Background: an optimization exercise with open tools, aiming at small area. Do not read the settings as production practice. Only simulation tests tie the RTL to the original design; equivalence was not proved. Power is estimated from default activity; no workload was simulated.

==> design/flow/design.v <==
module vtx_rx_decoder (
    input  wire        clk,
    input  wire        rst,           
    input  wire        proto,         
    input  wire        rx_valid,
    input  wire [7:0]  rx_data,
    output reg  [1:0]  sa_version,    
    output reg         sa_channel_vld,
    output reg  [7:0]  sa_channel,
    output reg         sa_power_vld,
    output reg  [7:0]  sa_power,
    output reg         sa_mode_vld,
    output reg  [7:0]  sa_mode,
    output reg         sa_freq_vld,
    output reg  [15:0] sa_freq,
    output reg         sa_pit_freq_vld,
    output wire [15:0] sa_pit_freq,
    output reg  [31:0] sa_bad_preamble,
    output reg  [31:0] sa_bad_length,
    output reg  [31:0] sa_crc_err,
    output reg         sa_frame_ok,   
    output reg  [7:0]  sa_frame_code,
    output reg  [15:0] tr_min_freq,
    output reg  [15:0] tr_max_freq,
    output reg  [15:0] tr_max_power,
    output reg  [15:0] tr_obs_freq,
    output reg  [15:0] tr_obs_power,
    output reg  [7:0]  tr_ctrl_flags,
    output reg         tr_obs_pit,
    output reg  [15:0] tr_act_power,
    output reg  [15:0] tr_temp,
    output reg  [31:0] tr_bad_frame,
    output reg         tr_frame_ok,   
    output wire [7:0]  tr_frame_code
);
    function [7:0] crc8_byte;
        input [7:0] c;
        input [7:0] d;
        integer i;
        reg [7:0] x;
        begin
            x = c ^ d;
            for (i = 0; i < 8; i = i + 1)
                x = x[7] ? ((x << 1) ^ 8'hD5) : (x << 1);
            crc8_byte = x;
        end
    endfunction
    localparam [7:0] CRC_PREAMBLE = 8'hB4;
    wire sa_in = rx_valid && !proto;
    wire tr_in = rx_valid &&  proto;
    reg [3:0]  sa_ph;
    reg [4:0]  sa_rem;
    reg [7:0]  sa_cmd;
    reg [7:0]  sa_crc;
    reg [7:0]  sa_s0, sa_s1, sa_s2, sa_s3, sa_s4;
    reg [14:0] sa_pit;
    assign sa_pit_freq = {1'b0, sa_pit};
    wire sa_body    = sa_ph[3];
    wire sa_last    = (sa_rem == 5'd0);
    wire sa_is_cmd  = (sa_ph == 4'd2);
    wire sa_is_len  = (sa_ph == 4'd3);
    wire sa_set_cls = (sa_cmd[7:5] == 3'd0) && (sa_cmd[2:0] == 3'd1) && !(sa_cmd[4] && sa_cmd[3]);
    wire sa_c04     = (sa_cmd == 8'h04);
    wire sa_len_bad = (rx_data[7:5] != 3'd0) || (rx_data[4] && rx_data[3:0] != 4'd0);
    wire [7:0] sa_crc_nx = crc8_byte(sa_is_cmd ? CRC_PREAMBLE : sa_crc, rx_data);
    wire sa_data_in = sa_in && sa_body && !sa_last;
    wire sa_crc_in  = sa_in && sa_body && sa_last;
    wire sa_good    = sa_crc_in && (sa_crc == rx_data);
    wire sa_full    = (sa_ph[2:0] == 3'd5);
    always @(posedge clk) begin
        if (sa_in)
            sa_crc <= sa_crc_nx;
        if (sa_in && sa_is_cmd)
            sa_cmd <= rx_data;
        if (sa_in && sa_is_len)
            sa_rem <= rx_data[4:0];
        else if (sa_data_in)
            sa_rem <= sa_rem - 5'd1;
        if (sa_data_in && sa_ph[2:0] == 3'd0) sa_s0 <= rx_data;
        if (sa_data_in && sa_ph[2:0] == 3'd1) sa_s1 <= rx_data;
        if (sa_data_in && sa_ph[2:0] == 3'd2) sa_s2 <= rx_data;
        if (sa_data_in && sa_ph[2:0] == 3'd3) sa_s3 <= rx_data;
        if (sa_data_in && sa_ph[2:0] == 3'd4) sa_s4 <= rx_data;
    end
    always @(posedge clk) begin
        if (rst) begin
            sa_ph           <= 4'd0;
            sa_version      <= 2'd0;
            sa_channel_vld  <= 1'b0;
            sa_channel      <= 8'd0;
            sa_power_vld    <= 1'b0;
            sa_power        <= 8'd0;
            sa_mode_vld     <= 1'b0;
            sa_mode         <= 8'd0;
            sa_freq_vld     <= 1'b0;
            sa_freq         <= 16'd0;
            sa_pit_freq_vld <= 1'b0;
            sa_pit          <= 15'd0;
            sa_bad_preamble <= 32'd0;
            sa_bad_length   <= 32'd0;
            sa_crc_err      <= 32'd0;
            sa_frame_ok     <= 1'b0;
            sa_frame_code   <= 8'd0;
        end else begin
            sa_frame_ok <= sa_good;
            if (sa_in) begin
                if (sa_body) begin
                    if (sa_last)
                        sa_ph <= 4'd0;
                    else if (!sa_full)
                        sa_ph <= sa_ph + 4'd1;
                end else if (sa_ph == 4'd0) begin
                    if (rx_data == 8'hAA)
                        sa_ph <= 4'd1;
                end else if (sa_ph == 4'd1) begin
                    if (rx_data == 8'h55)
                        sa_ph <= 4'd2;
                    else
                        sa_ph <= 4'd0;
                end else if (sa_is_cmd) begin
                    sa_ph <= 4'd3;
                end else begin
                    if (sa_len_bad)
                        sa_ph <= 4'd0;
                    else
                        sa_ph <= sa_c04 ? 4'd11 : 4'd8;
                end
            end
            if (sa_in && ((sa_ph == 4'd0 && rx_data != 8'hAA) ||
                          (sa_ph == 4'd1 && rx_data != 8'h55)))
                sa_bad_preamble <= sa_bad_preamble + 32'd1;
            if (sa_in && sa_is_len && sa_len_bad)
                sa_bad_length <= sa_bad_length + 32'd1;
            if (sa_crc_in && !sa_good)
                sa_crc_err <= sa_crc_err + 32'd1;
            if (sa_good) begin
                sa_frame_code <= sa_cmd;
                if (sa_set_cls) begin
                    sa_version <= {sa_cmd[4] | sa_cmd[3], !sa_cmd[3]};
                    if (sa_ph[2:0] != 3'd0) begin
                        sa_channel     <= sa_s0;
                        sa_channel_vld <= 1'b1;
                    end
                    if (sa_ph[2:1] != 2'd0) begin
                        sa_power     <= sa_s1;
                        sa_power_vld <= 1'b1;
                    end
                    if (sa_ph[2] || sa_ph[1:0] == 2'd3) begin
                        sa_mode     <= sa_s2;
                        sa_mode_vld <= 1'b1;
                    end
                end
                if (sa_full && (sa_set_cls || (sa_c04 && !sa_s3[7]))) begin
                    sa_freq     <= {sa_s3, sa_s4};
                    sa_freq_vld <= 1'b1;
                end
                if (sa_full && sa_c04 && sa_s3[7]) begin
                    sa_pit          <= {sa_s3[6:0], sa_s4};
                    sa_pit_freq_vld <= 1'b1;
                end
            end
        end
    end
    reg [3:0]  tr_cnt;
    reg [1:0]  tr_code;
    reg [7:0]  tr_sum;
    reg        tr_chk_ok;
    reg [63:0] tr_buf;      
    reg [1:0]  tr_fc;
    assign tr_frame_code = {1'b0, {3{tr_fc != 2'd0}}, 1'b0,
                            tr_fc == 2'd2, tr_fc != 2'd0, tr_fc == 2'd3};
    wire tr_is_r = (rx_data == 8'h72);
    wire tr_is_v = (rx_data == 8'h76);
    wire tr_is_s = (rx_data == 8'h73);
    wire tr_code_ok = tr_is_r || tr_is_v || tr_is_s;
    wire [15:0] tr_w1 = tr_buf[15:0];
    wire [15:0] tr_w2 = tr_buf[31:16];
    wire [15:0] tr_w3 = tr_buf[47:32];
    wire [15:0] tr_w4 = tr_buf[63:48];
    wire tr_end  = tr_in && (tr_cnt == 4'd15);
    wire tr_good = tr_end && tr_chk_ok && (rx_data == 8'h00);
    always @(posedge clk) begin
        if (tr_in && tr_cnt == 4'd1)
            tr_code <= {tr_is_v | tr_is_s, tr_is_r | tr_is_s};
        if (tr_in)
            tr_sum <= (tr_cnt == 4'd1 ? 8'd0 : tr_sum) + rx_data;
        if (tr_in && tr_cnt == 4'd14)
            tr_chk_ok <= (tr_sum == rx_data);
        if (tr_in && tr_cnt >= 4'd2 && tr_cnt <= 4'd9)
            tr_buf <= {rx_data, tr_buf[63:8]};
    end
    always @(posedge clk) begin
        if (rst) begin
            tr_cnt        <= 4'd0;
            tr_min_freq   <= 16'd0;
            tr_max_freq   <= 16'd0;
            tr_max_power  <= 16'd0;
            tr_obs_freq   <= 16'd0;
            tr_obs_power  <= 16'd0;
            tr_ctrl_flags <= 8'd0;
            tr_obs_pit    <= 1'b0;
            tr_act_power  <= 16'd0;
            tr_temp       <= 16'd0;
            tr_bad_frame  <= 32'd0;
            tr_frame_ok   <= 1'b0;
            tr_fc         <= 2'd0;
        end else begin
            tr_frame_ok <= tr_good;
            if (tr_in) begin
                if ((tr_cnt == 4'd0 && rx_data != 8'h0F) ||
                    (tr_cnt == 4'd1 && !tr_code_ok))
                    tr_cnt <= 4'd0;
                else
                    tr_cnt <= tr_cnt + 4'd1;
            end
            if (tr_end && !tr_good)
                tr_bad_frame <= tr_bad_frame + 32'd1;
            if (tr_good) begin
                tr_fc <= tr_code;
                if (tr_code == 2'd1 && tr_w1 != 16'd0 && tr_w2 != 16'd0 && tr_w3 != 16'd0) begin
                    tr_min_freq  <= tr_w1;
                    tr_max_freq  <= tr_w2;
                    tr_max_power <= tr_w3;
                end
                if (tr_code == 2'd2) begin
                    tr_obs_freq   <= tr_w1;
                    tr_obs_power  <= tr_w2;
                    tr_ctrl_flags <= tr_w3[7:0];
                    tr_obs_pit    <= (tr_w3[15:8] != 8'd0);
                    tr_act_power  <= tr_w4;
                end
                if (tr_code == 2'd3 && tr_w3 != 16'd0)
                    tr_temp <= tr_w3;
            end
        end
    end
endmodule
==> design/flow/run.sh <==
#!/bin/bash
# synth_recipe.tcl (not shown) runs the flow's synth.tcl, then flattens the netlist and writes it again
# the make line also repeats each setting of config.mk as NAME=value (left out here)
make -C /OpenROAD-flow-scripts/flow DESIGN_CONFIG=/design/flow/config.mk WORK_HOME=/design/flow/orfs CLKGATE_MAP_FILE= SYNTH_SCRIPT=/design/flow/synth_recipe.tcl finish
==> design/flow/config.mk <==
export PLATFORM = sky130hd
export DESIGN_NAME = vtx_rx_decoder
export DESIGN_NICKNAME = vtx_rx_decoder
export VERILOG_FILES = /design/flow/design.v
export SDC_FILE = /design/flow/constraint.sdc
export NUM_CORES = 4
export LEC_CHECK = 0
export CAP_MARGIN = 20
export CORE_MARGIN = 2
export CORE_UTILIZATION = 55
export CTS_BUF_LIST = sky130_fd_sc_hd__clkbuf_4
export SLEW_MARGIN = 20
==> design/flow/constraint.sdc <==
create_clock -name core_clock -period 10.0 [get_ports {clk}]
set_input_delay 2.0000 -clock core_clock [delete_from_list [all_inputs] [get_ports {clk}]]
set_output_delay 2.0000 -clock core_clock [all_outputs]
set_load 0.01 [all_outputs]
==> results.json, run 1 <==
{
  "final_common_cell": "clkdlybuf4s50_1",
  "cts_sinks": 467,
  "areaGrowthSynthToFinish_pct": 27.8,
  "pwr-share-comb_pct": 8.5,
  "post_cts_resize_count": 0,
  "ys.flop_type": "dfxtp_1",
  "min_period_ps": 4820,
  "total_leakage_power_nw": 8.69,
  "rsz0062_at_grt": "false",
  "insertion_delay_ps": 820,
  "drc": 0,
  "ys_ff_latch": 467,
  "synth_top_cell_area_share_pct": 35.4,
  "switchingPower_uw": 969,
  "start_util_pct": 55.8,
  "drv_cap": 0,
  "h-tree-depth": 3,
  "finalSetupViolations": 0,
  "synthCells": 1843,
  "avgSynthCellArea_sq_um": 10.1,
  "vias": 14600,
  "clockBufferDepth": 3,
  "clk_pin_slew_worst_paths_ps": 70,
  "firstDrtPassIters": 5,
  "postCtsSetupBuffers": 0,
  "drt_iter0_markers": 874,
  "grt_max_degree": 177,
  "core_sq_mm": 0.0335,
  "ys_seq_area_share_pct": 57.3,
  "routed_wl_mm": 46.3,
  "grt_pass1_vias": 14100,
  "finalClockSkew_ps": 44.7,
  "mostFrequentLayoutCells": "clkdlybuf4s50_1, dfxtp_1, nand2_1",
  "path_max_fanout": 17,
  "power_frac_seq_pct": 50.7,
  "io_buffer_count": 338,
  "cts_tree": "done",
  "vdd_drop_max_v": 0.000116,
  "routabilityCongestion": 0.849,
  "powerDensity_mw_per_mm2": 168,
  "yosysUniqueCellTypes": 66,
  "hold_viol_final": 0,
  "grt_remaining_overflow": 0,
  "die_h_um": 188,
  "outcome": "finished clean",
  "endpoint_kind": "flip-flop",
  "hp-class": "flip-flop to flip-flop",
  "cp.required_ps": 10650,
  "yosysWarnings": 1,
  "synthArstFlopShare_pct": 0,
  "ant_nets": 0,
  "cts_made_buffers": 116,
  "setup_tns_ps": 0,
  "viasPerCell": 5.28,
  "intPower_mw": 3.04,
  "netSwitchingFraction_pct": 24.2,
  "place.detailed.hpwl_mm": 30.8,
  "fin_total_pwr_mw": 4.01,
  "worstPathArrival_ps": 5470,
  "grt_usage_pct": 25.5,
  "yosysTopAreaCell": "dfxtp_1",
  "wl_per_cell_um": 16.8,
  "cts_hold_buf": 0,
  "maxSlewViolCount": 0,
  "synth_area_leaders": "dfxtp_1, edfxtp_1, nand2_1, nor2_1, xnor2_1",
  "dieArea_sq_mm": 0.0355,
  "crit_type": "input port to flip-flop",
  "period_share_pct": 48.2,
  "fp.dieW_um": 188,
  "cp-start-kind": "input port",
  "row_count": 67,
  "clockPowerShare_pct": 40.9,
  "synth_edf_count": 136,
  "drive_gt1_share_pct": 10.6,
  "cts-root-buf": "clkbuf_4",
  "antenna_found_initial": 1,
  "fmax_mhz": 207,
  "syn-cell-area_sq_mm": 0.0187,
  "worst_pin_slew_ps": 1110,
  "pin_count": 342,
  "final_nets": 2251,
  "relSlewSlack_pct": 26.3,
  "grt_pass1_wl_mm": 73.0
}
[cell type report]
type	count	area [sq um]
clock inverter	19	119
multi-input combinational	1245	7430
fill	2630	9630
clock buffer	191	1430
antenna	1	2.50
timing repair buffer	356	3530
sequential	467	10700
inverter	32	120
tap	448	561
[logic make-up (layout without fill, tap and decap cells)]
kind of cell             after synthesis  count (layout)  synth area share, %
multiplexers                          80              80                 4.28
flip-flops                           467             467                 57.3
adder cells (fa/ha/maj)               21              21                 1.45
AO/OA/AOI/OAI                        186             186                 5.91
buffers and inverters                133             598                 3.34
AND/OR/NAND/NOR                      779             779                 19.5
other                                  1               4               0.0201
XOR/XNOR                             176             176                 8.24
[state kept, by name, summed over array words and instances, names as in the netlist, 15 cells and up]
name / flops
tr_buf: 64
tr_min_freq: 16
tr_act_power: 16
sa_pit: 15
sa_crc_err: 32
sa_bad_preamble: 32
tr_bad_frame: 32
tr_max_freq: 16
tr_temp: 16
tr_obs_freq: 16
sa_freq: 16
tr_max_power: 16
tr_obs_power: 16
sa_bad_length: 32
[Yosys cell counts, drive strengths merged (2+ instances only)]
library cell  count
a21o              4
nor3             30
buf              38
o21ai            13
or2               4
a41o              2
or4b              2
xor2             78
a2111oi           4
nor4             28
a31o              2
nand4bb           2
nand3            49
mux2i            80
edfxtp          136
a21oi           142
and3             27
xnor2            98
nand4            37
nor4b             4
or4               7
dfxtp           331
nand2           273
o41ai             3
and2             18
or3              11
and4             20
ha               20
clkbuf           63
o21bai            2
nor2            254
nor2b             6
nand3b            3
inv              31
o211ai            2
a211oi            5
[routing by layer]
metal / track usage [%] / wire (um) / vias to the layer above
li1: - / - / 7099
met1: 32.7 / 19900 / 6939
met2: 42.0 / 22400 / 448
met3: 5.76 / 2870 / 78
met4: 9.71 / 1080 / 0
met5: 0 / 0 / -
[metrics by stage]
step	setup WS [ps]	instances	area, sq um	hold WS (ps)	utilization (%)
global placement	4540	2547	22300	431	66.6
floorplan	3930	1845	18700	426	-
global route	5060	2759	23900	454	71.3
finish	5180	2759	23900	441	71.3
CTS	5230	2758	23900	436	71.2
detailed placement	4320	2548	22300	434	66.6
[power by group through the flow]
| stage | Combinational [mW] | Clock [mW] | Sequential, mW |
|---|---|---|---|
| after global routing | 0.376 | 1.78 | 2.03 |
| after floorplan | 0.286 | 0 | 2.07 |
| after detailed placement | 0.340 | 0 | 2.07 |
| after CTS | 0.343 | 1.68 | 2.03 |
| final | 0.340 | 1.64 | 2.03 |
| after global placement | 0.330 | 0 | 2.07 |
[path summary, 6_finish.rpt]
| check | startpoint | endpoint | slack [ps] | depth (start not counted) |
|---|---|---|---|---|
| max | proto | sa_freq[2] | 5180 | 8 |
| min | tr_buf[62] | tr_buf[54] | 440 | 0 |
| max reg2reg | sa_rem[0] | sa_freq[2] | 6660 | 8 |
| min reg2reg | tr_buf[62] | tr_buf[54] | 440 | 0 |
[worst max-delay path, stage by stage]
cell	delay (ps)
clkdlybuf4s50_1	410
nand2b_1	410
inv_1	530
nand3_1	300
nand3b_4	410
or4_1	1040
mux2i_1	300
nor2_1	60
==> inputs of run 2 (changes only) <==
--- a/design/flow/config.mk
+++ b/design/flow/config.mk
@@ -7,6 +7,5 @@
 export LEC_CHECK = 0
 export CAP_MARGIN = 20
 export CORE_MARGIN = 2
-export CORE_UTILIZATION = 55
-export CTS_BUF_LIST = sky130_fd_sc_hd__clkbuf_4
+export CORE_UTILIZATION = 40
 export SLEW_MARGIN = 20
==> run 2 against run 1 <==
  * First-iteration DRC count grew 18%
  * Worst setup slack worse by 150 ps
  * Cell area is 1.5% higher
  * Critical path depth unchanged
  * Sequential share of layout area shrank 0.66 points
  * Fmax decreased by 3.1%
  * Utilization down 19 points
==> results.json, run 2 <==
{
  "wl_met3_mm": 2.75,
  "met1_length_mm": 21.3,
  "synth_top_family_by_area": "simple AND/OR/NAND/NOR gates",
  "grt_remaining_overflow": 0,
  "n_antenna_cell": 0,
  "whs_path_depth": 0,
  "cts-root-buf": "clkbuf_16",
  "synth_xor_area_share_pct": 8.24,
  "pin_count": 342,
  "syn-cell-area_sq_mm": 0.0187,
  "final_nets": 2187,
  "dr.max_layer_used": "met4",
  "relSlewSlack_pct": 28.2,
  "wl_per_cell_um": 17.7,
  "row_count": 79,
  "grt_pass1_wl_mm": 76.7,
  "postCtsSetupBuffers": 0,
  "die_h_um": 220,
  "cts_made_buffers": 50,
  "rr_startpoint": "sa_rem[0]",
  "intPower_mw": 3.29,
  "largest_reg_flops": 64,
  "post-route-util_pct": 52.3,
  "crit_type": "input port to flip-flop",
  "switchingPower_uw": 986,
  "routed_wl_mm": 49.7,
  "synth_edf_count": 136,
  "core_sq_mm": 0.0464,
  "worst_pin_slew_ps": 1080,
  "cts_sinks": 467,
  "vias": 14200,
  "ys_seq_area_share_pct": 57.3,
  "antenna_found_initial": 0,
  "synth_compound_area_share_pct": 5.91,
  "synthArstFlopShare_pct": 0,
  "mostFrequentLayoutCells": "clkdlybuf4s50_1, dfxtp_1, nand2_1",
  "yosysUniqueCellTypes": 66,
  "min_period_ps": 4970,
  "largest-register": "tr_buf",
  "fp.dieW_um": 220,
  "synth_area_leaders": "dfxtp_1, edfxtp_1, nand2_1, nor2_1, xnor2_1",
  "ys.flop_type": "dfxtp_1",
  "hold-path-endpoint": "tr_buf[51]",
  "clockBufferDepth": 3,
  "hp-start": "tr_buf[59]",
  "cp-start-kind": "input port",
  "rr_worst_depth": 8,
  "ff2ff_setup_slack_ps": 6690,
  "cts_hold_buf": 0,
  "routabilityCongestion": 0.793,
  "drive_gt1_share_pct": 5.74,
  "crit_start": "proto",
  "yosysTopAreaCell": "dfxtp_1",
  "insertion_delay_ps": 590,
  "outcome": "finished clean",
  "endpoint_kind": "flip-flop",
  "fmax_mhz": 201,
  "viasPerCell": 5.05,
  "vdd_drop_max_v": 0.000150,
  "clk_pin_slew_worst_paths_ps": 60,
  "io_buffer_count": 338,
  "power_frac_seq_pct": 47.6,
  "period_share_pct": 49.7,
  "rr_endpoint": "sa_freq[11]",
  "cp.required_ps": 10420,
  "drt_iter0_markers": 1034,
  "final_common_cell": "clkdlybuf4s50_1",
  "powerDensity_mw_per_mm2": 176,
  "dieArea_sq_mm": 0.0485,
  "grt_max_degree": 149,
  "synthTopCellsByCount": "dfxtp_1, nand2_1, nor2_1, a21oi_1, edfxtp_1",
  "place.detailed.hpwl_mm": 33.3,
  "yosysWarnings": 1,
  "muxShareOfSynthArea_pct": 4.28,
  "start_util_pct": 40.3,
  "drc": 0,
  "h-tree-depth": 2,
  "setup_tns_ps": 0,
  "grt_pass1_vias": 13400,
  "areaGrowthSynthToFinish_pct": 29.7,
  "hp-class": "flip-flop to flip-flop",
  "path_max_fanout": 17,
  "pwr-share-comb_pct": 8.1,
  "ys_ff_latch": 467,
  "synth_most_common_cell": "dfxtp_1",
  "finalClockSkew_ps": 23.9,
  "cts_tree": "done",
  "post_cts_resize_count": 0,
  "finalSetupViolations": 0,
  "netSwitchingFraction_pct": 23.1,
  "synth_adder_area_share_pct": 1.45,
  "synth_top_cell_area_share_pct": 35.4,
  "ant_nets": 0,
  "hold_viol_final": 0,
  "worstPathArrival_ps": 5400,
  "maxSlewViolCount": 0,
  "clockPowerShare_pct": 44.4,
  "total_leakage_power_nw": 8.58,
  "synth-simple-area-share_pct": 19.5,
  "grt_usage_pct": 20.0,
  "firstDrtPassIters": 6,
  "wl_met2_mm": 24.4,
  "synthCells": 1843,
  "rsz0062_at_grt": "false",
  "drv_cap": 0,
  "avgSynthCellArea_sq_um": 10.1
}
## run 2: cell families (layout without fill, tap and decap cells)
family                     Yosys count  count (layout)
and+or+nand+nor                    779             779
DFF                                467             467
AOI/OAI and AO/OA                  186             186
xor gates and xnor gates           176             176
buffers and inverters              133             484
muxes                               80              80
adders and majority gates           21              21
other                                1               3
## run 2: power groups by stage
stage / Sequential, mW / Combinational (mW) / Clock (mW)
floorplan: 2.07 / 0.286 / 0
global placement: 2.07 / 0.336 / 0
detailed placement: 2.07 / 0.343 / 0
CTS: 2.03 / 0.348 / 1.95
global route: 2.03 / 0.384 / 2.02
finish: 2.03 / 0.345 / 1.90
## run 2: how the worst max path moves through the flow
stage                   to  slack [ps]  cells after the start
2_1_floorplan    tr_buf[0]        3930                      4
3_3_place_gp    sa_freq[0]        4600                      8
3_5_place_dp    sa_freq[2]        4450                      8
4_1_cts        sa_freq[11]        5040                      8
5_1_grt        sa_freq[11]        4800                      8
6_report       sa_freq[11]        5030                      8
## run 2: stage by stage
stage	hold WS (ps)	instances	total power [mW]	worst slack (ps)	instance area [sq um]
2_1_floorplan	426	1845	2.35	3930	18700
3_3_place_gp	437	2709	2.41	4600	22500
3_5_place_dp	434	2709	2.42	4450	22600
4_1_cts	448	2803	4.33	5040	24300
5_1_grt	464	2803	4.44	4800	24300
6_report	448	2803	4.28	5030	24300
## run 2: area by class of cell
class	count	area (sq um)
fill	4151	22100
timing repair buffer	358	3540
clock buffer	69	1430
clock inverter	25	280
sequential	467	10700
inverter	32	120
tap	607	759
multi-input combinational	1245	7430
## run 2: critical path: stages
cell             delay, ps
clkdlybuf4s50_1        410
nand2b_1               370
inv_1                  510
nand3_1                270
nand3b_4               380
or4_1                 1030
mux2i_1                340
nor2_1                  70
## run 2: metal layers
metal / vias up / global-route usage [%]
li1: 6910 / -
met3: 78 / 3.49
met2: 362 / 33.9
met5: - / 0
met4: 0 / 6.69
met1: 6810 / 25.8
==> inputs of run 3 (changes only) <==
==> design/flow/flow/run.sh (new file) <==
#!/bin/bash
# Layout flow: the standard ORFS flow (standard.sh), with two changes:
#  - synthesis is the standard one (synth_recipe.tcl, ORFS synth.tcl), except that
#    the final ABC technology mapping uses the area-oriented script in
#    flow/abc_area.script;
#  - the port buffers that global placement inserts use sky130_fd_sc_hd__buf_1;
#  - clock tree synthesis inserts no dummy loads.
# Each tool's full output goes to ORFS's own logs under orfs/logs/, and this
# script's output to flow_run.log, all in the work folder.
set -euo pipefail
W=$(pwd)
exec > >(tee -a "$W/flow_run.log") 2>&1

# synth.tcl with the ABC script replaced (the line after the preamble is sourced)
sed '/^source \$::env(SCRIPTS_DIR)\/synth_preamble.tcl$/a set abc_args [lreplace $abc_args 1 1 '"$W"'/flow/abc_area.script]' \
    "$FLOW_HOME/scripts/synth.tcl" > "$W/own_synth_body.tcl"
grep -q "abc_area.script" "$W/own_synth_body.tcl"
sed 's#source \$::env(SCRIPTS_DIR)/synth.tcl#source '"$W"'/own_synth_body.tcl#' \
    "$W/synth_recipe.tcl" > "$W/own_synth.tcl"
grep -q "own_synth_body.tcl" "$W/own_synth.tcl"

# standard.sh with the synthesis script swapped
sed 's#SYNTH_SCRIPT=[^ ]*#SYNTH_SCRIPT='"$W"'/own_synth.tcl#' "$W/standard.sh" > "$W/own_standard.sh"
grep -q "own_synth.tcl" "$W/own_standard.sh"

export BUFFER_PORTS_ARGS="-buffer_cell sky130_fd_sc_hd__buf_1"
export CTS_ARGS="-sink_clustering_enable -repair_clock_nets -dont_use_dummy_load -buf_list sky130_fd_sc_hd__clkbuf_4"
bash "$W/own_standard.sh" finish
test -f "$W/out/final.def"
==> design/flow/flow/abc_area.script (new file) <==
strash
dc2
dch -f
amap
strash
dc2
dch -f
amap
topo
==> design/flow/standard.sh (new file) <==
#!/bin/bash
# synth_recipe.tcl (not shown) runs the flow's synth.tcl, then flattens the netlist and writes it again
# the make line also repeats each setting of config.mk as NAME=value (left out here)
make -C /OpenROAD-flow-scripts/flow DESIGN_CONFIG=/design/flow/config.mk WORK_HOME=/design/flow/orfs CLKGATE_MAP_FILE= SYNTH_SCRIPT=/design/flow/synth_recipe.tcl "${@:-finish}"
--- a/design/flow/config.mk
+++ b/design/flow/config.mk
@@ -7,5 +7,6 @@
 export LEC_CHECK = 0
 export CAP_MARGIN = 20
 export CORE_MARGIN = 2
-export CORE_UTILIZATION = 40
+export CORE_UTILIZATION = 55
+export CTS_BUF_LIST = sky130_fd_sc_hd__clkbuf_4
 export SLEW_MARGIN = 20
removed: design/flow/run.sh
==> run 3 against run 2 <==
  * Sequential power hardly changed
  * Power is 21% lower
  * Clock skew is 58 ps higher
  * Non-clock buffer count stayed put
  * Utilization is 12 points higher
  * First-iteration DRC count is 14% lower
  * Clock power is 39% lower
  * Worst setup slack worse by 1800 ps
  * Routed wire length is 14% lower
  * Area after synthesis is 9.3% lower
  * Clock-buffer cell count is 46 higher
  * Register-to-register slack worse by 2900 ps
==> results.json, run 3 <==
{
  "routed_wl_mm": 42.8,
  "finalSetupViolations": 0,
  "hold_viol_final": 0,
  "slowest_delay_ps": 790,
  "ant_nets": 0,
  "rr_startpoint": "sa_ph[0]",
  "whs_path_depth": 0,
  "place.detailed.hpwl_mm": 28.7,
  "cts_sinks": 467,
  "cts_hold_buf": 0,
  "vias": 14000,
  "grt_pass1_wl_mm": 68.2,
  "cts_tree": "done",
  "post_cts_resize_count": 0,
  "post-route-util_pct": 64.7,
  "outcome": "finished clean",
  "hp-start": "tr_buf[49]",
  "period_share_pct": 68.0,
  "cp-start-kind": "input port",
  "io_buffer_count": 338,
  "final_nets": 2132,
  "mostFrequentLayoutCells": "buf_1, dfxtp_1, nor2_1",
  "synth_top_cell_area_share_pct": 39.1,
  "pin_count": 342,
  "avgSynthCellArea_sq_um": 10.4,
  "h-tree-depth": 3,
  "min_period_ps": 6800,
  "ys_seq_area_share_pct": 63.1,
  "largest_reg_flops": 64,
  "maxSlewViolCount": 0,
  "core_sq_mm": 0.0305,
  "yosysTopAreaCell": "dfxtp_1",
  "drive_gt1_share_pct": 6.82,
  "final_cell_area_sq_mm": 0.0197,
  "rsz0062_at_grt": "false",
  "syn-cell-area_sq_mm": 0.0170,
  "dpl_cell_area_sq_mm": 0.0189,
  "slowest_stage": "nor4_1",
  "antenna_found_initial": 1,
  "largest-register": "tr_buf",
  "cp_common_cell": "nor2_1",
  "hold-path-endpoint": "tr_buf[41]",
  "grt_remaining_overflow": 0,
  "setup_tns_ps": 0,
  "rr_worst_depth": 35,
  "rr_endpoint": "sa_bad_length[30]",
  "hold_ws_ps": 413,
  "clockBufferDepth": 3,
  "final_common_cell": "buf_1",
  "routabilityCongestion": 0.868,
  "cts_made_buffers": 115,
  "insertion_delay_ps": 750,
  "die_h_um": 180,
  "drv_cap": 0,
  "cp.required_ps": 10590,
  "grt_pass1_vias": 13200,
  "ys.flop_type": "dfxtp_1",
  "synth_edf_count": 136,
  "crit_type": "input port to flip-flop",
  "synthTopCellsByCount": "dfxtp_1, nor2_1, a22oi_1, edfxtp_1, clkinv_1",
  "drc": 0,
  "start_util_pct": 55.6,
  "yosysUniqueCellTypes": 44,
  "synthCells": 1628,
  "vdd_drop_max_v": 0.000137,
  "worstPathArrival_ps": 7390,
  "yosysWarnings": 1,
  "dieArea_sq_mm": 0.0323,
  "synth_area_leaders": "dfxtp_1, edfxtp_1, a22oi_1, nor2_1, clkinv_1",
  "drt_iter0_markers": 892,
  "ys_ff_latch": 467,
  "synth_most_common_cell": "dfxtp_1",
  "clk_pin_slew_worst_paths_ps": 60,
  "hp-class": "flip-flop to flip-flop",
  "synthArstFlopShare_pct": 0,
  "path_max_fanout": 7,
  "finalClockSkew_ps": 82.3,
  "fmax_mhz": 147,
  "firstDrtPassIters": 5,
  "relSlewSlack_pct": 29.8,
  "worst_pin_slew_ps": 1050,
  "postCtsSetupBuffers": 0,
  "ff2ff_setup_slack_ps": 3840,
  "row_count": 64,
  "fp.dieW_um": 180,
  "wl_per_cell_um": 17.1,
  "endpoint_kind": "flip-flop",
  "total_leakage_power_nw": 6.76,
  "viasPerCell": 5.60,
  "fin_total_pwr_mw": 3.36,
  "grt_usage_pct": 25.8,
  "grt_max_degree": 102,
  "cts-root-buf": "clkbuf_4",
  "powerDensity_mw_per_mm2": 170,
  "areaGrowthSynthToFinish_pct": 16.4
}
run 3: stage by stage:
| step | instances | setup slack (ps) |
|---|---|---|
| floorplan | 1630 | 317 |
| global placement | 2377 | 2760 |
| detailed placement | 2378 | 2560 |
| CTS | 2493 | 3300 |
| global route | 2494 | 2310 |
| finish | 2494 | 3200 |
run 3: logic make-up (layout without fill, tap and decap cells):
logic type / count (synthesis) / count (layout) / share of synthesized area (%)
buffers and inverters: 135 / 602 / 3.12
AO/OA/AOI/OAI: 460 / 460 / 18.2
other: 1 / 4 / 0.0221
AND/OR/NAND/NOR: 544 / 544 / 14.0
flip-flops: 467 / 467 / 63.1
adder cells (fa/ha/maj): 21 / 21 / 1.59
run 3: how the worst max path moves through the flow:
stage | startpoint | to | slack, ps
2_1_floorplan | proto | tr_max_freq[0] | 320
3_3_place_gp | rx_valid | sa_bad_length[30] | 2760
3_5_place_dp | rx_valid | sa_bad_length[30] | 2560
4_1_cts | rx_valid | sa_bad_length[30] | 3300
5_1_grt | rx_valid | sa_bad_length[30] | 2310
6_report | rx_valid | sa_bad_length[30] | 3200
run 3: area by class of cell:
type                    instances  area, sq um
multi-input cells            1028         5760
clock buffers                 115          863
flip-flops and latches        467        10700
inverters                     129          487
diodes                          1         2.50
well taps                     396          495
fillers                      2679        10800
repair buffers                358         1420
run 3: critical path, delay by kind of cell:
kind                   cells  cell delay (ps)
AO/OA/AOI/OAI              2              290
buffers and inverters      3              650
AND/OR/NAND/NOR           30             4450
run 3: metal layers:
| layer | global-route usage (%) | share of wire (%) | up-vias |
|---|---|---|---|
| met5 | 0 | 0 | - |
| met4 | 9.76 | 2.7 | 0 |
| met3 | 5.06 | 6.4 | 85 |
| met2 | 43.3 | 48 | 444 |
| met1 | 33.2 | 43 | 6515 |
| li1 | - | - | 6911 |
run 3: report_power, final:
part | internal [mW] | total [mW] | switching, mW
Sequential | 1.98 | 2.00 | 0.0153
Clock | 0.518 | 1.15 | 0.634
Combinational | 0.0651 | 0.212 | 0.147
==> inputs of run 4 (changes only) <==
--- a/design/flow/flow/run.sh
+++ b/design/flow/flow/run.sh
@@ -3,8 +3,7 @@
 #  - synthesis is the standard one (synth_recipe.tcl, ORFS synth.tcl), except that
 #    the final ABC technology mapping uses the area-oriented script in
 #    flow/abc_area.script;
-#  - the port buffers that global placement inserts use sky130_fd_sc_hd__buf_1;
-#  - clock tree synthesis inserts no dummy loads.
+#  - the port buffers that global placement inserts use sky130_fd_sc_hd__buf_1.
 # Each tool's full output goes to ORFS's own logs under orfs/logs/, and this
 # script's output to flow_run.log, all in the work folder.
 set -euo pipefail
@@ -24,6 +23,5 @@
 grep -q "own_synth.tcl" "$W/own_standard.sh"
 
 export BUFFER_PORTS_ARGS="-buffer_cell sky130_fd_sc_hd__buf_1"
-export CTS_ARGS="-sink_clustering_enable -repair_clock_nets -dont_use_dummy_load -buf_list sky130_fd_sc_hd__clkbuf_4"
 bash "$W/own_standard.sh" finish
 test -f "$W/out/final.def"
==> run 4 against run 3 <==
  * Non-clock buffer count unchanged
  * Utilization up 2.1 points
  * Still clean
  * Worst hold slack better by 22 ps
  * Global-route usage up 0.21 points
  * Highest routed layer unchanged
  * Clock skew down 37 ps
  * Combinational power about the same
==> results.json, run 4 <==
{
  "outcome": "finished clean",
  "yosysTopAreaCell": "dfxtp_1",
  "worstPathArrival_ps": 7490,
  "routed_wl_mm": 43.1,
  "final_common_cell": "buf_1",
  "ant_nets": 0,
  "clockBufferDepth": 3,
  "avgSynthCellArea_sq_um": 10.4,
  "post_cts_resize_count": 0,
  "drv_cap": 0,
  "cts-root-buf": "clkbuf_4",
  "postCtsSetupBuffers": 0,
  "synthCells": 1628,
  "hold_viol_final": 0,
  "viasPerCell": 5.48,
  "grt_remaining_overflow": 0,
  "cts_sinks": 467,
  "wl_per_cell_um": 16.7,
  "ys_seq_area_share_pct": 63.1,
  "cts_tree": "done",
  "largest_reg_flops": 64,
  "grt.met1_usage_pct": 33.5,
  "ys_ff_latch": 467,
  "grt_pass1_wl_mm": 69.0,
  "die_h_um": 180,
  "largest-register": "tr_buf",
  "vdd_drop_max_v": 0.000129,
  "io_buffer_count": 338,
  "crit_family": "simple AND/OR/NAND/NOR gates",
  "clk_pin_slew_worst_paths_ps": 70,
  "rsz0062_at_grt": "false",
  "routabilityCongestion": 0.868,
  "slowest_stage": "nor4_1",
  "relSlewSlack_pct": 28.9,
  "slowest_delay_ps": 840,
  "cp.required_ps": 10630,
  "final_cell_area_sq_mm": 0.0204,
  "synth_edf_count": 136,
  "drt_iter0_markers": 814,
  "top_usage_layer": "met2",
  "fmax_mhz": 146,
  "yosysUniqueCellTypes": 44,
  "min_period_ps": 6860,
  "powerDensity_mw_per_mm2": 186,
  "use_met2_pct": 43.8,
  "cts_made_buffers": 115,
  "firstDrtPassIters": 8,
  "worst_pin_slew_ps": 1070,
  "path_max_fanout": 7,
  "mostFrequentLayoutCells": "buf_1, dfxtp_1, nor2_1",
  "grt_pass1_vias": 13400,
  "drive_gt1_share_pct": 10.1,
  "synthArstFlopShare_pct": 0,
  "setup_tns_ps": 0,
  "areaGrowthSynthToFinish_pct": 20.1,
  "cp-start-kind": "input port",
  "drc": 0,
  "synthTopCellsByCount": "dfxtp_1, nor2_1, a22oi_1, edfxtp_1, clkinv_1",
  "final_nets": 2132,
  "cp_common_cell": "nor2_1",
  "syn-cell-area_sq_mm": 0.0170,
  "finalSetupViolations": 0,
  "finalClockSkew_ps": 45.1,
  "synth_most_common_cell": "dfxtp_1",
  "grt_usage_pct": 26.0,
  "h-tree-depth": 3,
  "vias": 14200,
  "critPathBufInv": 3,
  "synth_area_leaders": "dfxtp_1, edfxtp_1, a22oi_1, nor2_1, clkinv_1",
  "pin_count": 342,
  "hp-class": "flip-flop to flip-flop",
  "core_sq_mm": 0.0305,
  "cts_hold_buf": 0,
  "yosysWarnings": 1,
  "total_leakage_power_nw": 7.14,
  "start_util_pct": 55.6,
  "place.detailed.hpwl_mm": 28.7,
  "dpl_cell_area_sq_mm": 0.0189,
  "row_count": 64,
  "grt_max_degree": 102,
  "endpoint_kind": "flip-flop",
  "insertion_delay_ps": 760,
  "dieArea_sq_mm": 0.0323,
  "ys.flop_type": "dfxtp_1",
  "synth_top_cell_area_share_pct": 39.1,
  "period_share_pct": 68.6,
  "antenna_found_initial": 1,
  "fp.dieW_um": 180,
  "grtUsageMet3_pct": 5.06,
  "crit_type": "input port to flip-flop",
  "maxSlewViolCount": 0
}
run 4: cell counts after synthesis:
Identical to the previous run, type by type.
run 4: worst paths after layout:
path,from,to,slack (ps),depth (start not counted)
setup reg to reg,sa_ph[0],sa_bad_length[30],3780,35
hold reg to reg,tr_buf[55],tr_buf[47],440,0
hold / removal,tr_buf[55],tr_buf[47],440,0
setup / recovery,rx_valid,sa_bad_length[30],3140,35
run 4: stage by stage:
step | hold slack, ps | total power, mW | worst slack (ps) | util (%) | std cells
2_1_floorplan | 427 | 2.18 | 317 | - | 1630
3_5_place_dp | 434 | 2.25 | 2560 | 61.9 | 2378
5_1_grt | 442 | 3.96 | 2220 | 66.8 | 2586
4_1_cts | 420 | 3.82 | 3210 | 66.8 | 2585
3_3_place_gp | 430 | 2.25 | 2760 | 61.8 | 2377
6_report | 435 | 3.78 | 3140 | 66.8 | 2586
run 4: layout make-up:
cell class                 instances  area (sq um)
multi-input combinational       1028          5760
antenna                            1          2.50
clock inverter                    18          77.6
sequential                       467         10700
inverter                         129           487
fill                            2630         10100
timing repair buffer             358          1420
clock buffer                     189          1420
tap                              396           495
run 4: cells by family (layout without fill, tap and decap cells):
kind of cell,after synthesis,after routing,share of synthesized area [%]
buf+inv,135,694,3.12
fa+ha+maj,21,21,1.59
compound gates,460,460,18.2
simple gates,544,544,14.0
flops,467,467,63.1
other cells,1,4,0.0221
run 4: where the power goes:
part           internal (mW)  switching (mW)  leakage, nW
clock network          0.846           0.724        0.902
logic                 0.0651           0.149         2.34
registers               1.98          0.0153         3.90
run 4: worst reg2reg max path, delay by kind of cell, from the launching register on:
family          cells  cell delay [ps]
buf+inv             3              840
simple gates       30             4510
flops               1              440
compound gates      2              300
run 4: layer usage:
metal / part of all wire [%] / routed length [um] / vias up
met3: 6.3 / 2720 / 82
met2: 48 / 20900 / 460
li1: - / - / 6999
met4: 2.5 / 1100 / 0
met1: 43 / 18400 / 6619
met5: 0 / 0 / -
==> inputs of run 5 (changes only) <==
--- a/design/flow/flow/run.sh
+++ b/design/flow/flow/run.sh
@@ -1,9 +1,11 @@
 #!/bin/bash
-# Layout flow: the standard ORFS flow (standard.sh), with two changes:
+# Layout flow: the standard ORFS flow (standard.sh), with three changes:
 #  - synthesis is the standard one (synth_recipe.tcl, ORFS synth.tcl), except that
 #    the final ABC technology mapping uses the area-oriented script in
 #    flow/abc_area.script;
-#  - the port buffers that global placement inserts use sky130_fd_sc_hd__buf_1.
+#  - the port buffers that global placement inserts use sky130_fd_sc_hd__buf_1;
+#  - clock tree synthesis inserts no dummy loads, and clusters at most 10
+#    flip-flops within 40 um per sky130_fd_sc_hd__clkbuf_4.
 # Each tool's full output goes to ORFS's own logs under orfs/logs/, and this
 # script's output to flow_run.log, all in the work folder.
 set -euo pipefail
@@ -23,5 +25,6 @@
 grep -q "own_synth.tcl" "$W/own_standard.sh"
 
 export BUFFER_PORTS_ARGS="-buffer_cell sky130_fd_sc_hd__buf_1"
+export CTS_ARGS="-sink_clustering_enable -repair_clock_nets -dont_use_dummy_load -buf_list sky130_fd_sc_hd__clkbuf_4 -sink_clustering_size 10 -sink_clustering_max_diameter 40"
 bash "$W/own_standard.sh" finish
 test -f "$W/out/final.def"
==> run 5 against run 4 <==
  * Routed wire length decreased by 2.3%
  * Utilization fell by 3.5 points
  * Clock power is 47% lower
  * Global-route usage fell by 0.72 points
  * Fmax is 0.93% higher
  * Cell count down 5.8%
  * Sequential power about the same
==> results.json, run 5 <==
{
  "grt_usage_pct": 25.3,
  "final_nets": 2074,
  "drv_cap": 0,
  "clockBufferDepth": 3,
  "post_cts_resize_count": 0,
  "final_common_cell": "buf_1",
  "insertion_delay_ps": 740,
  "row_count": 64,
  "rsz0062_at_grt": "false",
  "path_max_fanout": 7,
  "cts-root-buf": "clkbuf_4",
  "ant_nets": 0,
  "slowest_stage": "nor4_1",
  "antenna_found_initial": 1,
  "firstDrtPassIters": 6,
  "cp-start-kind": "input port",
  "core_sq_mm": 0.0305,
  "vdd_drop_max_v": 0.000112,
  "worst_pin_slew_ps": 1070,
  "worst_slack_ps": 3200,
  "wl_per_cell_um": 17.3,
  "grt_pass1_vias": 12700,
  "worstPathArrival_ps": 7390,
  "fmax_mhz": 147,
  "yosysWarnings": 1,
  "die_h_um": 180,
  "ys.flop_type": "dfxtp_1",
  "cp.required_ps": 10590,
  "place_ws_ps": 2560,
  "grt_pass1_wl_mm": 67.1,
  "mostFrequentLayoutCells": "buf_1, dfxtp_1, nor2_1",
  "ys_seq_area_share_pct": 63.1,
  "yosysUniqueCellTypes": 44,
  "largest_reg_flops": 64,
  "h-tree-depth": 2,
  "synth_top_cell_area_share_pct": 39.1,
  "outcome": "finished clean",
  "finalClockSkew_ps": 118,
  "synthCells": 1628,
  "start_util_pct": 55.6,
  "post-route-util_pct": 63.3,
  "areaGrowthSynthToFinish_pct": 13.8,
  "cp_common_cell": "nor2_1",
  "cts_sinks": 467,
  "clk_pin_slew_worst_paths_ps": 100,
  "viasPerCell": 5.62,
  "hp-class": "flip-flop to flip-flop",
  "dp.cells": 2378,
  "slowest_delay_ps": 790,
  "syn-cell-area_sq_mm": 0.0170,
  "synth_most_common_cell": "dfxtp_1",
  "largest-register": "tr_buf",
  "synthArstFlopShare_pct": 0,
  "avgSynthCellArea_sq_um": 10.4,
  "grt_max_degree": 102,
  "postCtsSetupBuffers": 0,
  "min_period_ps": 6800,
  "grt_remaining_overflow": 0,
  "cts_hold_buf": 0,
  "hold_viol_final": 0,
  "pin_count": 342,
  "setup_tns_ps": 0,
  "synthTopCellsByCount": "dfxtp_1, nor2_1, a22oi_1, edfxtp_1, clkinv_1",
  "maxSlewViolCount": 0,
  "powerDensity_mw_per_mm2": 157,
  "cts_made_buffers": 57,
  "stdcell_count": 2436,
  "routabilityCongestion": 0.868,
  "crit_type": "input port to flip-flop",
  "dieArea_sq_mm": 0.0323,
  "place.detailed.hpwl_mm": 28.7,
  "synth_edf_count": 136,
  "drive_gt1_share_pct": 4.17,
  "relSlewSlack_pct": 28.9,
  "period_share_pct": 68.0,
  "drc": 0,
  "ys_ff_latch": 467,
  "fp.dieW_um": 180,
  "total_leakage_power_nw": 6.50,
  "routed_wl_mm": 42.1,
  "vias": 13700,
  "endpoint_kind": "flip-flop",
  "yosysTopAreaCell": "dfxtp_1",
  "io_buffer_count": 338,
  "finalSetupViolations": 0,
  "drt_iter0_markers": 915,
  "fin_total_pwr_mw": 3.04,
  "cts_tree": "done",
  "synth_area_leaders": "dfxtp_1, edfxtp_1, a22oi_1, nor2_1, clkinv_1"
}
==> run 5: path summary, 6_finish.rpt <==
kind                   start                 to  slack [ps]  cells after the start
hold / removal    tr_buf[59]         tr_buf[51]         420                      0
setup reg to reg    sa_ph[0]  sa_bad_length[30]        3860                     35
hold reg to reg   tr_buf[59]         tr_buf[51]         420                      0
setup / recovery    rx_valid  sa_bad_length[30]        3200                     35
==> run 5: final cells by class <==
cell class	instances	area (sq um)
inverter	129	487
timing repair buffer	358	1420
tap	396	495
clock buffer	57	428
sequential	467	10700
antenna	1	2.50
fill	2687	11200
multi-input combinational	1028	5760
==> run 5: per-layer routing <==
metal / GRT usage [%] / vias up / routed length [um]
met5: 0 / - / 0
li1: - / 6774 / -
met4: 8.98 / 0 / 1390
met3: 3.99 / 105 / 2720
met2: 41.7 / 435 / 19700
met1: 34.1 / 6368 / 18300
==> run 5: report_power, final <==
group	internal [mW]	leakage [nW]	switching, mW
logic	0.0651	2.34	0.147
registers	1.98	3.90	0.0153
clock network	0.261	0.262	0.572
==> run 5: kinds of logic after synthesis <==
family / synth area share [%]
AOI/OAI and AO/OA: 18.2
adders and majority gates: 1.59
buffers and inverters: 3.12
DFF: 63.1
other: 0.0221
and+or+nand+nor: 14.0
==> run 5: worst max-delay path, delay by kind of cell <==
kind | cells | cell delay [ps]
buffers and inverters | 3 | 650
AOI/OAI and AO/OA | 2 | 290
and+or+nand+nor | 30 | 4440
==> run 5: stage by stage <==
stage | area [sq um] | hold slack [ps]
finish | 19300 | 417
detailed placement | 18900 | 434
floorplan | 17000 | 427
CTS | 19300 | 433
global route | 19300 | 445
global placement | 18900 | 430
==> inputs of run 6 (changes only) <==
--- a/design/flow/design.v
+++ b/design/flow/design.v
@@ -82,27 +82,38 @@
         if (sa_data_in && sa_ph[2:0] == 3'd3) sa_s3 <= rx_data;
         if (sa_data_in && sa_ph[2:0] == 3'd4) sa_s4 <= rx_data;
     end
+    wire nrst      = !rst;
+    wire sa_set_ok = sa_good && sa_set_cls;
+    wire ld_fc     = sa_good;
+    wire ld_ver    = sa_set_ok;
+    wire ld_ch     = sa_set_ok && (sa_ph[2:0] != 3'd0);
+    wire ld_pw     = sa_set_ok && (sa_ph[2:1] != 2'd0);
+    wire ld_md     = sa_set_ok && (sa_ph[2] || sa_ph[1:0] == 2'd3);
+    wire ld_fq     = sa_good && sa_full && (sa_set_cls || (sa_c04 && !sa_s3[7]));
+    wire ld_pt     = sa_good && sa_full && sa_c04 && sa_s3[7];
+    always @(posedge clk) begin
+        sa_frame_ok     <= nrst & sa_good;
+        sa_frame_code   <= (sa_cmd & {8{nrst & ld_fc}}) | (sa_frame_code & {8{nrst & !ld_fc}});
+        sa_version      <= ({sa_cmd[4] | sa_cmd[3], !sa_cmd[3]} & {2{nrst & ld_ver}}) |
+                           (sa_version & {2{nrst & !ld_ver}});
+        sa_channel      <= (sa_s0 & {8{nrst & ld_ch}}) | (sa_channel & {8{nrst & !ld_ch}});
+        sa_power        <= (sa_s1 & {8{nrst & ld_pw}}) | (sa_power & {8{nrst & !ld_pw}});
+        sa_mode         <= (sa_s2 & {8{nrst & ld_md}}) | (sa_mode & {8{nrst & !ld_md}});
+        sa_freq         <= ({sa_s3, sa_s4} & {16{nrst & ld_fq}}) | (sa_freq & {16{nrst & !ld_fq}});
+        sa_pit          <= ({sa_s3[6:0], sa_s4} & {15{nrst & ld_pt}}) | (sa_pit & {15{nrst & !ld_pt}});
+        sa_channel_vld  <= nrst & (sa_channel_vld | ld_ch);
+        sa_power_vld    <= nrst & (sa_power_vld | ld_pw);
+        sa_mode_vld     <= nrst & (sa_mode_vld | ld_md);
+        sa_freq_vld     <= nrst & (sa_freq_vld | ld_fq);
+        sa_pit_freq_vld <= nrst & (sa_pit_freq_vld | ld_pt);
+    end
     always @(posedge clk) begin
         if (rst) begin
             sa_ph           <= 4'd0;
-            sa_version      <= 2'd0;
-            sa_channel_vld  <= 1'b0;
-            sa_channel      <= 8'd0;
-            sa_power_vld    <= 1'b0;
-            sa_power        <= 8'd0;
-            sa_mode_vld     <= 1'b0;
-            sa_mode         <= 8'd0;
-            sa_freq_vld     <= 1'b0;
-            sa_freq         <= 16'd0;
-            sa_pit_freq_vld <= 1'b0;
-            sa_pit          <= 15'd0;
             sa_bad_preamble <= 32'd0;
             sa_bad_length   <= 32'd0;
             sa_crc_err      <= 32'd0;
-            sa_frame_ok     <= 1'b0;
-            sa_frame_code   <= 8'd0;
         end else begin
-            sa_frame_ok <= sa_good;
             if (sa_in) begin
                 if (sa_body) begin
                     if (sa_last)
@@ -133,32 +144,6 @@
                 sa_bad_length <= sa_bad_length + 32'd1;
             if (sa_crc_in && !sa_good)
                 sa_crc_err <= sa_crc_err + 32'd1;
-            if (sa_good) begin
-                sa_frame_code <= sa_cmd;
-                if (sa_set_cls) begin
-                    sa_version <= {sa_cmd[4] | sa_cmd[3], !sa_cmd[3]};
-                    if (sa_ph[2:0] != 3'd0) begin
-                        sa_channel     <= sa_s0;
-                        sa_channel_vld <= 1'b1;
-                    end
-                    if (sa_ph[2:1] != 2'd0) begin
-                        sa_power     <= sa_s1;
-                        sa_power_vld <= 1'b1;
-                    end
-                    if (sa_ph[2] || sa_ph[1:0] == 2'd3) begin
-                        sa_mode     <= sa_s2;
-                        sa_mode_vld <= 1'b1;
-                    end
-                end
-                if (sa_full && (sa_set_cls || (sa_c04 && !sa_s3[7]))) begin
-                    sa_freq     <= {sa_s3, sa_s4};
-                    sa_freq_vld <= 1'b1;
-                end
-                if (sa_full && sa_c04 && sa_s3[7]) begin
-                    sa_pit          <= {sa_s3[6:0], sa_s4};
-                    sa_pit_freq_vld <= 1'b1;
-                end
-            end
         end
     end
     reg [3:0]  tr_cnt;
@@ -189,23 +174,28 @@
         if (tr_in && tr_cnt >= 4'd2 && tr_cnt <= 4'd9)
             tr_buf <= {rx_data, tr_buf[63:8]};
     end
+    wire ld_tfc = tr_good;
+    wire ld_r   = tr_good && tr_code == 2'd1 && tr_w1 != 16'd0 && tr_w2 != 16'd0 && tr_w3 != 16'd0;
+    wire ld_v   = tr_good && tr_code == 2'd2;
+    wire ld_s   = tr_good && tr_code == 2'd3 && tr_w3 != 16'd0;
+    always @(posedge clk) begin
+        tr_frame_ok   <= nrst & tr_good;
+        tr_fc         <= (tr_code & {2{nrst & ld_tfc}}) | (tr_fc & {2{nrst & !ld_tfc}});
+        tr_min_freq   <= (tr_w1 & {16{nrst & ld_r}}) | (tr_min_freq  & {16{nrst & !ld_r}});
+        tr_max_freq   <= (tr_w2 & {16{nrst & ld_r}}) | (tr_max_freq  & {16{nrst & !ld_r}});
+        tr_max_power  <= (tr_w3 & {16{nrst & ld_r}}) | (tr_max_power & {16{nrst & !ld_r}});
+        tr_obs_freq   <= (tr_w1 & {16{nrst & ld_v}}) | (tr_obs_freq  & {16{nrst & !ld_v}});
+        tr_obs_power  <= (tr_w2 & {16{nrst & ld_v}}) | (tr_obs_power & {16{nrst & !ld_v}});
+        tr_ctrl_flags <= (tr_w3[7:0] & {8{nrst & ld_v}}) | (tr_ctrl_flags & {8{nrst & !ld_v}});
+        tr_obs_pit    <= ((tr_w3[15:8] != 8'd0) & nrst & ld_v) | (tr_obs_pit & nrst & !ld_v);
+        tr_act_power  <= (tr_w4 & {16{nrst & ld_v}}) | (tr_act_power & {16{nrst & !ld_v}});
+        tr_temp       <= (tr_w3 & {16{nrst & ld_s}}) | (tr_temp & {16{nrst & !ld_s}});
+    end
     always @(posedge clk) begin
         if (rst) begin
-            tr_cnt        <= 4'd0;
-            tr_min_freq   <= 16'd0;
-            tr_max_freq   <= 16'd0;
-            tr_max_power  <= 16'd0;
-            tr_obs_freq   <= 16'd0;
-            tr_obs_power  <= 16'd0;
-            tr_ctrl_flags <= 8'd0;
-            tr_obs_pit    <= 1'b0;
-            tr_act_power  <= 16'd0;
-            tr_temp       <= 16'd0;
-            tr_bad_frame  <= 32'd0;
-            tr_frame_ok   <= 1'b0;
-            tr_fc         <= 2'd0;
+            tr_cnt       <= 4'd0;
+            tr_bad_frame <= 32'd0;
         end else begin
-            tr_frame_ok <= tr_good;
             if (tr_in) begin
                 if ((tr_cnt == 4'd0 && rx_data != 8'h0F) ||
                     (tr_cnt == 4'd1 && !tr_code_ok))
@@ -215,23 +205,6 @@
             end
             if (tr_end && !tr_good)
                 tr_bad_frame <= tr_bad_frame + 32'd1;
-            if (tr_good) begin
-                tr_fc <= tr_code;
-                if (tr_code == 2'd1 && tr_w1 != 16'd0 && tr_w2 != 16'd0 && tr_w3 != 16'd0) begin
-                    tr_min_freq  <= tr_w1;
-                    tr_max_freq  <= tr_w2;
-                    tr_max_power <= tr_w3;
-                end
-                if (tr_code == 2'd2) begin
-                    tr_obs_freq   <= tr_w1;
-                    tr_obs_power  <= tr_w2;
-                    tr_ctrl_flags <= tr_w3[7:0];
-                    tr_obs_pit    <= (tr_w3[15:8] != 8'd0);
-                    tr_act_power  <= tr_w4;
-                end
-                if (tr_code == 2'd3 && tr_w3 != 16'd0)
-                    tr_temp <= tr_w3;
-            end
         end
     end
 endmodule
==> design/flow/flow/abc_area.script (replaced) <==
strash
dc2
dc2
&get -n
&st
&dch -f
&nf -R 1000 -p
&put
topo
--- a/design/flow/config.mk
+++ b/design/flow/config.mk
@@ -7,6 +7,6 @@
 export LEC_CHECK = 0
 export CAP_MARGIN = 20
 export CORE_MARGIN = 2
-export CORE_UTILIZATION = 55
+export CORE_UTILIZATION = 80
 export CTS_BUF_LIST = sky130_fd_sc_hd__clkbuf_4
 export SLEW_MARGIN = 20
==> run 6 against run 5 <==
  * Worst setup slack worse by 230 ps
  * Combinational power up 73%
  * Via count up 1.4%
  * Sequential power up 3%
  * Register-to-register slack better by 700 ps
  * Clock skew down 59 ps
==> results.json, run 6 <==
{
  "total_leakage_power_nw": 6.94,
  "h-tree-depth": 2,
  "cts_made_buffers": 54,
  "largest-register": "tr_buf",
  "period_share_pct": 70.3,
  "critPathBufInv": 1,
  "yosysUniqueCellTypes": 43,
  "place.detailed.hpwl_mm": 30.9,
  "grt.met1_usage_pct": 48.7,
  "ant_nets": 0,
  "cp-start-kind": "input port",
  "rsz0062_at_grt": "false",
  "grt_usage_pct": 42.2,
  "fillCellCount": 809,
  "dp.cells": 1966,
  "cts-root-buf": "clkbuf_4",
  "drive_gt1_share_pct": 4.23,
  "netSwitchingFraction_pct": 25.4,
  "clockBufferDepth": 3,
  "core_sq_mm": 0.0202,
  "routabilityCongestion": 0.920,
  "drt_iter0_markers": 1655,
  "firstDrtPassIters": 6,
  "final_cell_area_sq_mm": 0.0185,
  "crit_cells": 21,
  "post_cts_resize_count": 0,
  "crit_family": "simple AND/OR/NAND/NOR gates",
  "areaGrowthSynthToFinish_pct": 12.9,
  "grt_pass1_vias": 13500,
  "intPower_mw": 2.40,
  "dieArea_sq_mm": 0.0217,
  "vdd_drop_max_v": 0.000393,
  "endpoint_kind": "flip-flop",
  "largest_reg_flops": 64,
  "crit_type": "input port to flip-flop",
  "grt_max_degree": 85,
  "drv_cap": 0,
  "use_met2_pct": 72.7,
  "finalClockSkew_ps": 59.4,
  "crit_chain": "buf_1 -> nor4_1 -> nand3_1 -> nor2b_1 -> and2_0 -> and4_1 -> and3_1 -> and3_1 -> and3_1 -> and3_1 -> and3_1 -> and3_1 -> and3_1 -> and3_1 -> and3_1 -> and3_1 -> and3_1 -> and3_1 -> and3_1 -> and3_1 -> nor3_1",
  "power_frac_seq_pct": 63.3,
  "grt_pass1_wl_mm": 72.4,
  "final_nets": 1785,
  "synthCells": 1349,
  "mostFrequentLayoutCells": "buf_1, dfxtp_1, a22o_1",
  "viasPerCell": 6.87,
  "fp.dieW_um": 147,
  "hp-class": "flip-flop to flip-flop",
  "pin_count": 342,
  "yosysTopAreaCell": "dfxtp_1",
  "row_count": 52,
  "synthTopCellsByCount": "dfxtp_1, a22o_1, a21oi_1, edfxtp_1, nor3_1",
  "stdcell_count": 2021,
  "synth_edf_count": 136,
  "ys.flop_type": "dfxtp_1",
  "path_max_fanout": 16,
  "slowest_stage": "nor4_1",
  "clockPowerShare_pct": 25.3,
  "outcome": "finished clean",
  "io_buffer_count": 338,
  "yosysWarnings": 1,
  "top_usage_layer": "met2",
  "syn-cell-area_sq_mm": 0.0164,
  "maxSlewViolCount": 0,
  "grt_remaining_overflow": 0,
  "setup_tns_ps": 0,
  "hold_viol_final": 0,
  "cp_common_cell": "and3_1",
  "final_common_cell": "buf_1",
  "switchingPower_uw": 817,
  "fmax_mhz": 142,
  "cts_hold_buf": 0,
  "ys_seq_area_share_pct": 65.3,
  "pwr-share-comb_pct": 11.4,
  "min_period_ps": 7030,
  "cts_sinks": 467,
  "hold_ws_ps": 425,
  "avgSynthCellArea_sq_um": 12.2,
  "start_util_pct": 81.3,
  "worstPathArrival_ps": 7660,
  "rr_worst_depth": 20,
  "synth_top_cell_area_share_pct": 40.4,
  "synth_area_leaders": "dfxtp_1, edfxtp_1, a22o_1, and3_1, a21oi_1",
  "die_h_um": 147,
  "vias": 13900,
  "grtUsageMet3_pct": 8.48,
  "drc": 0,
  "postCtsSetupBuffers": 0,
  "slowest_delay_ps": 880,
  "antenna_found_initial": 1,
  "cp.required_ps": 10630,
  "powerDensity_mw_per_mm2": 174,
  "finalSetupViolations": 0,
  "worst_pin_slew_ps": 1110,
  "synthArstFlopShare_pct": 0,
  "cts_tree": "done",
  "whs_path_depth": 0,
  "routed_wl_mm": 46.9,
  "post-route-util_pct": 91.8,
  "insertion_delay_ps": 710,
  "ys_ff_latch": 467,
  "relSlewSlack_pct": 26.2,
  "clk_pin_slew_worst_paths_ps": 120,
  "wl_per_cell_um": 23.2,
  "dpl_cell_area_sq_mm": 0.0181,
  "synth_most_common_cell": "dfxtp_1"
}
run 6: power groups by stage:
| stage | clock network [mW] | registers (mW) | logic [mW] |
|---|---|---|---|
| finish | 0.817 | 2.04 | 0.367 |
| global route | 0.880 | 2.04 | 0.394 |
| CTS | 0.810 | 2.04 | 0.354 |
| detailed placement | 0 | 2.08 | 0.349 |
| global placement | 0 | 2.08 | 0.320 |
| floorplan | 0 | 2.07 | 0.262 |
run 6: final cells by class:
type	instances	area, sq um	area share [%]
Clock buffer	54	405	2.19
Sequential cell	467	10700	57.8
Tap cell	270	338	1.82
Multi-Input combinational cell	860	5630	30.4
Antenna cell	1	2.50	0.0135
Timing Repair Buffer	351	1370	7.40
Inverter	18	67.6	0.365
run 6: worst paths after layout:
check / end / startpoint / slack, ps
worst max-delay path: tr_bad_frame[31] / rx_data[5] / 2970
worst min-delay path: tr_buf[42] / tr_buf[50] / 420
worst max register to register: sa_bad_preamble[31] / sa_ph[2] / 4560
worst min register to register: tr_buf[42] / tr_buf[50] / 420
run 6: logic make-up after synthesis:
family                   after synthesis  synth area share (%)
buffers and inverters                 24                 0.687
flip-flops                           467                  65.3
multiplexers                           6                 0.366
adder cells (fa/ha/maj)               21                  1.65
XOR/XNOR                              45                  2.40
AND/OR/NAND/NOR                      417                  13.6
AO/OA/AOI/OAI                        368                  15.9
other                                  1                0.0229
run 6: worst register-to-register path, delay by kind of cell, from the launching register on:
kind	cells	cell delay [ps]
compound gates	1	490
flops	1	450
simple gates	19	4340
run 6: per-stage QoR:
step           power [mW]  setup slack [ps]
2_1_floorplan        2.34              3320
3_3_place_gp         2.40              2860
3_5_place_dp         2.43              2660
4_1_cts              3.20              3220
5_1_grt              3.32              2640
6_report             3.22              2970
run 6: routing by layer:
layer / vias up / share of wire, % / wire length, um
li1: 5959 / - / -
met3: 288 / 9.4 / 4420
met4: 0 / 7.0 / 3270
met2: 1044 / 50 / 23500
met1: 6584 / 34 / 15700
met5: - / 0 / 0
==> inputs of run 7 (changes only) <==
--- a/design/flow/config.mk
+++ b/design/flow/config.mk
@@ -7,6 +7,6 @@
 export LEC_CHECK = 0
 export CAP_MARGIN = 20
 export CORE_MARGIN = 2
-export CORE_UTILIZATION = 80
+export CORE_UTILIZATION = 70
 export CTS_BUF_LIST = sky130_fd_sc_hd__clkbuf_4
 export SLEW_MARGIN = 20
==> run 7 against run 6 <==
  * Area after synthesis is the same
  * Worst hold slack lost 25 ps
  * Critical path depth grew 1
  * First-iteration DRC count shrank 33%
  * Cell count grew 2.6%
  * Clock power shrank 1%
  * Via count shrank 8.6%
  * Critical path type unchanged
  * Largest cell class unchanged
==> results.json, run 7 <==
{
  "outcome": "finished clean",
  "grt_pass1_vias": 11700,
  "largest_reg_flops": 64,
  "pin_count": 342,
  "areaGrowthSynthToFinish_pct": 13.4,
  "drive_gt1_share_pct": 4.39,
  "path_max_fanout": 14,
  "row_count": 56,
  "drt_iter0_markers": 1110,
  "fp.dieW_um": 157,
  "clk_pin_slew_worst_paths_ps": 100,
  "synth_top_cell_area_share_pct": 40.4,
  "place_ws_ps": 2650,
  "period_share_pct": 67.0,
  "synth-simple-area-share_pct": 13.6,
  "ant_nets": 0,
  "wl_per_cell_um": 18.8,
  "vdd_drop_max_v": 0.000365,
  "final_common_cell": "buf_1",
  "dieArea_sq_mm": 0.0247,
  "synth_compound_area_share_pct": 15.9,
  "ys.flop_type": "dfxtp_1",
  "worst_pin_slew_ps": 997,
  "maxSlewViolCount": 0,
  "whs_path_depth": 1,
  "drc": 0,
  "powerDensity_mw_per_mm2": 171,
  "antenna_found_initial": 1,
  "synth_edf_count": 136,
  "avgSynthCellArea_sq_um": 12.2,
  "synth_area_leaders": "dfxtp_1, edfxtp_1, a22o_1, and3_1, a21oi_1",
  "routabilityCongestion": 0.872,
  "grt_pass1_wl_mm": 59.7,
  "synth_most_common_cell": "dfxtp_1",
  "largest-register": "tr_buf",
  "min_period_ps": 6700,
  "insertion_delay_ps": 720,
  "finalClockSkew_ps": 119,
  "cp.required_ps": 10480,
  "cp-start-kind": "input port",
  "netSwitchingFraction_pct": 24.4,
  "syn-cell-area_sq_mm": 0.0164,
  "synth_xor_area_share_pct": 2.40,
  "final_nets": 1788,
  "endpoint_kind": "flip-flop",
  "worst_slack_ps": 3300,
  "die_h_um": 157,
  "fmax_mhz": 149,
  "cts_sinks": 467,
  "crit_start": "rx_data[6]",
  "setup_tns_ps": 0,
  "drv_cap": 0,
  "io_buffer_count": 338,
  "mostFrequentLayoutCells": "buf_1, dfxtp_1, a22o_1",
  "hp-class": "flip-flop to flip-flop",
  "clockBufferDepth": 3,
  "grt_remaining_overflow": 0,
  "firstDrtPassIters": 5,
  "crit_type": "input port to flip-flop",
  "vias": 12700,
  "ys_seq_area_share_pct": 65.3,
  "grt_usage_pct": 30.2,
  "synthArstFlopShare_pct": 0,
  "core_sq_mm": 0.0233,
  "cts_tree": "done",
  "pwr-share-comb_pct": 10.8,
  "rsz0062_at_grt": "false",
  "cts-root-buf": "clkbuf_4",
  "muxShareOfSynthArea_pct": 0.366,
  "cts_made_buffers": 55,
  "cts_hold_buf": 0
}
[run 7: cell counts after synthesis]
Identical to the previous run, type by type.
[run 7: path summary, 6_finish.rpt]
check | slack [ps] | end
worst max-delay path | 3300 | sa_bad_preamble[31]
worst min-delay path | 400 | sa_power[1]
worst max register to register | 4540 | sa_bad_preamble[31]
worst min register to register | 400 | sa_power[1]
[run 7: per-stage QoR]
step	hold slack, ps	util (%)	instances	power, mW
finish	400	80.0	2073	3.18
global route	438	80.0	2073	3.31
CTS	394	79.9	2072	3.20
detailed placement	439	78.2	2017	2.42
global placement	431	78.2	2017	2.40
floorplan	427	-	1351	2.34
[run 7: logic make-up (layout without fill, tap and decap cells)]
logic type / count (synthesis) / in the layout
other: 1 / 4
buffers and inverters: 24 / 426
flip-flops: 467 / 467
multiplexers: 6 / 6
AO/OA/AOI/OAI: 368 / 368
XOR/XNOR: 45 / 45
AND/OR/NAND/NOR: 417 / 417
adder cells (fa/ha/maj): 21 / 21
[run 7: layout make-up]
cell class / count / area (sq um)
Tap cell: 319 / 399
Inverter: 18 / 67.6
Multi-Input combinational cell: 860 / 5620
Antenna cell: 1 / 2.50
Timing Repair Buffer: 353 / 1390
Clock buffer: 55 / 413
Fill cell: 1571 / 4660
Sequential cell: 467 / 10700
[run 7: critical path: stages]
cell      delay, ps
buf_1           590
or4b_1          210
nor3_1           50
or3_1           320
a21boi_0        570
and2_0          270
and4_1          250
and3_1          210
and3_1          210
and3_1          200
and3_1          200
and3_1          200
and3_1          200
and3_1          210
and3_1          200
and3_1          210
and3_1          200
and3_1          200
and3_1          210
and3_1          200
and3_1          180
nor3_1           60
[run 7: per-layer routing]
metal	track usage, %	up-vias	routed length [um]	part of all wire [%]
li1	-	5985	-	-
met1	38.6	6095	15800	40
met2	50.6	488	18800	48
met3	6.47	107	3040	7.8
met4	11.8	0	1430	3.7
met5	0	-	0	0
[run 7: power groups by stage]
stage                     Clock (mW)  Combinational, mW  Sequential, mW
after global routing           0.891              0.379            2.04
after global placement             0              0.327            2.08
after detailed placement           0              0.339            2.08
final                          0.805              0.344            2.04
after floorplan                    0              0.262            2.07
after CTS                      0.819              0.343            2.03

Re-timed with assumed drivers on the ports (clkbuf_16 on the clock, buf_2 on other inputs), run 7 has 3.317 ns of setup slack against 3.301 ns with ideal ports, and 2.614 ns once port delays also move by the mid clock arrival of 0.704 ns.
